Context: an optimization exercise on an open-source flow, tuned for small area, a short achievable clock period and few clock cycles. The choices shown serve that exercise and are no tape-out recipe.
In this exercise RTL edits were held to simulation tests only and were not proved equivalent to the original.

Setup of job 2752:
## sisb_alu
module sisb_alu (
    input  wire        clk,
    input  wire        rst,           
    input  wire        in_valid,
    output wire        in_ready,
    input  wire [3:0]  in_op,
    input  wire [15:0] in_a,
    input  wire [15:0] in_b,
    output reg         out_valid,
    output reg  [15:0] out_result,
    output reg         out_ovf,
    output reg         out_fatal,
    output reg  [1:0]  out_cause
);
    function [3:0] msb16(input [15:0] x);
        reg h8, h4, h2, h1;
        reg [7:0] y8;
        reg [3:0] y4;
        reg [1:0] y2;
        begin
            h8 = |x[15:8];  y8 = h8 ? x[15:8] : x[7:0];
            h4 = |y8[7:4];  y4 = h4 ? y8[7:4] : y8[3:0];
            h2 = |y4[3:2];  y2 = h2 ? y4[3:2] : y4[1:0];
            h1 = y2[1];
            msb16 = {h8, h4, h2, h1};
        end
    endfunction
    function [15:0] lenval(input [15:0] x);
        reg [15:0] n, pre;
        integer i;
        begin
            n = ~x;
            pre[0] = 1'b1;
            for (i = 1; i < 16; i = i + 1) pre[i] = pre[i-1] & n[i-1];
            lenval = x[15] ? (n | pre) : x;
        end
    endfunction
    function [5:0] booth(input [4:0] w);
        begin
            booth[5] = w[3] ^ w[2];
            booth[4] = (w[4] & ~w[3] & ~w[2]) | (~w[4] & w[3] & w[2]);
            booth[3] = w[4];
            booth[2] = w[1] ^ w[0];
            booth[1] = (w[2] & ~w[1] & ~w[0]) | (~w[2] & w[1] & w[0]);
            booth[0] = w[2];
        end
    endfunction
    function [4:0] window(input [15:0] v, input [1:0] g);
        reg [16:0] vx;
        begin
            vx = {v, 1'b0};
            case (g)
  ...
Size in the first run: ~2300 cells after synthesis, roughly 100 flip-flops, roughly 15000 um^2 of cells after synthesis.
Settings: LEC_CHECK=0, ABC_AREA=1, CAP_MARGIN=20, CORE_MARGIN=2, CORE_UTILIZATION=40, SLEW_MARGIN=20; clock period 11.0 ns.
standard.sh (not shown) runs the stock make flow with config.mk's settings and CLKGATE_MAP_FILE= SYNTH_SCRIPT=/design/flow/synth_recipe.tcl, a recipe that flattens the netlist after the stock synthesis.
==> flow/flow/run.sh <==
#!/bin/bash
# The standard layout (standard.sh, all steps unchanged), except that the
# port buffers that buffer_ports inserts on every input and output are plain
# buffers (buf_2) instead of the delay cells it picks by default, and
# repair_timing aims for 6 ns of setup slack (the SDC is unchanged).
# The full output of the flow goes to standard.log; ORFS keeps each step's
# log under orfs/logs/.
set -e
export SETUP_SLACK_MARGIN=6
export BUFFER_PORTS_ARGS="-buffer_cell sky130_fd_sc_hd__buf_2"
bash standard.sh > standard.log 2>&1
In summary, job 2752 completed successfully, with a layout that passed the timing, design-rule and antenna checks.
Testbench counts of job 2752, summed over its fixed seeds: cycles 28,382.
For job 8998, these inputs were changed with respect to job 2752:
- setting SETUP_SLACK_MARGIN to 5 for the first time
==> flow/flow/run.sh <==
#!/bin/bash
# The standard layout (standard.sh, all steps unchanged), except that the
# port buffers that buffer_ports inserts on every input and output are plain
# buffers (buf_2) instead of the delay cells it picks by default.
# The full output of the flow goes to standard.log; ORFS keeps each step's
# log under orfs/logs/.
set -e
export BUFFER_PORTS_ARGS="-buffer_cell sky130_fd_sc_hd__buf_2"
bash standard.sh > standard.log 2>&1
==> run summary <==
- The multi-input logic area reported for job 8998 is smaller than that of job 2752 by about 2%.
- The met3 layer wire length in the routed design number comes out higher for job 2752 vs job 8998.
- Summary of the comparison: wire length reported by the detailed router is lower in job 8998, relative to job 2752.
- Between job 2752 and job 8998, post-route clock period utilization increased.
- Compared with job 2752, non-clock buffer instance count of the final layout in job 8998 decreased by more than a quarter.
- Compared job 8998 vs job 2752, and worst path setup slack after routing is down in job 8998.
[inputs] job 1850 vs job 8998
- removing SETUP_SLACK_MARGIN (formerly 5)
==> flow/flow/run.sh <==
#!/bin/bash
# The standard layout (standard.sh, all steps unchanged), except that the
# port buffers that buffer_ports inserts on every input and output are plain
# buffers (buf_2) instead of the delay cells it picks by default, and
# repair_timing aims for 5.5 ns of setup slack (the SDC is unchanged).
# The full output of the flow goes to standard.log; ORFS keeps each step's
# log under orfs/logs/.
set -e
export SETUP_SLACK_MARGIN=5.5
export BUFFER_PORTS_ARGS="-buffer_cell sky130_fd_sc_hd__buf_2"
bash standard.sh > standard.log 2>&1
Findings:
Job 1850: PASS, flow complete, no timing, DRC or antenna violations. Any difference in first-pass GRT wire length between job 1850 and job 8998 is small enough to ignore. Looking at job 8998 and job 1850, the worst hold slack is a wash. Job 8998 and job 1850 ended up with roughly the same register area. In terms of global routing met3 resource utilization, job 8998 and job 1850 differ only marginally.
--- input diff job 1850..job 5428 ---
- removing ABC_AREA (formerly 1)
- setting SETUP_SLACK_MARGIN to 5 for the first time
==> flow/run.sh (new file) <==
#!/bin/bash
# synth_recipe.tcl (not shown) runs the flow's synth.tcl, then flattens the netlist and writes it again
# the make line also repeats each setting of config.mk as NAME=value (left out here)
make -C /OpenROAD-flow-scripts/flow DESIGN_CONFIG=/design/flow/config.mk WORK_HOME=/design/flow/orfs CLKGATE_MAP_FILE= SYNTH_SCRIPT=/design/flow/synth_recipe.tcl finish
removed: flow/flow/run.sh
removed: flow/standard.sh
Notes after the runs:
- After detailed routing, job 1850 needs more wire than job 5428.
- First-iteration DRC count, job 5428 vs job 1850: down by a few percent
- Wire length of the first global-routing pass: higher on job 1850
Changes in job 4682 relative to job 5428:
- CORE_UTILIZATION changed from 40 to 60
==> run summary <==
Job 5428 → job 4682: routed wire length shrank by about 1.6%; design area about even; post-DP HPWL decreased by 1.6 mm relative to the old numbers; period utilization fell by 0.62 points. Every run in the comparison, job 5428 and job 4682, completed the flow with a clean layout.

separate check: timing with driven ports:
The flow's constraints put no driver on any port. The routed layouts listed below were extracted and timed again, unchanged, in two steps.
Step 1 assumes that a clkbuf_16 drives the clock port and a buf_2 every other input.
Step 2 adds t to the input delays and takes it off the output delays; t is the mean of the earliest and latest rising clock arrival at the registers after step 1. Input paths then give back, and output paths get back, about the clock's delay inside the block.
Three values: ideal, step 1, step 2; two values: the first two.
run	shift t [ns]	setup slack, ns	worst hold slack (ns)
job 2752	0.419	5.671 / 5.680 / 5.261	0.455 / 0.455 / 0.455
job 8998	0.415	5.372 / 5.397 / 4.989	0.469 / 0.469 / 0.469
job 1850	0.413	5.635 / 5.645 / 5.232	0.469 / 0.469 / 0.469
job 5428	0.410	4.980 / 4.980 / 4.570	0.446 / 0.446 / 0.446
job 4682	0.400	5.048 / 5.042 / 4.642	0.458 / 0.458 / 0.458
After both steps setup and hold are still met in every run listed.
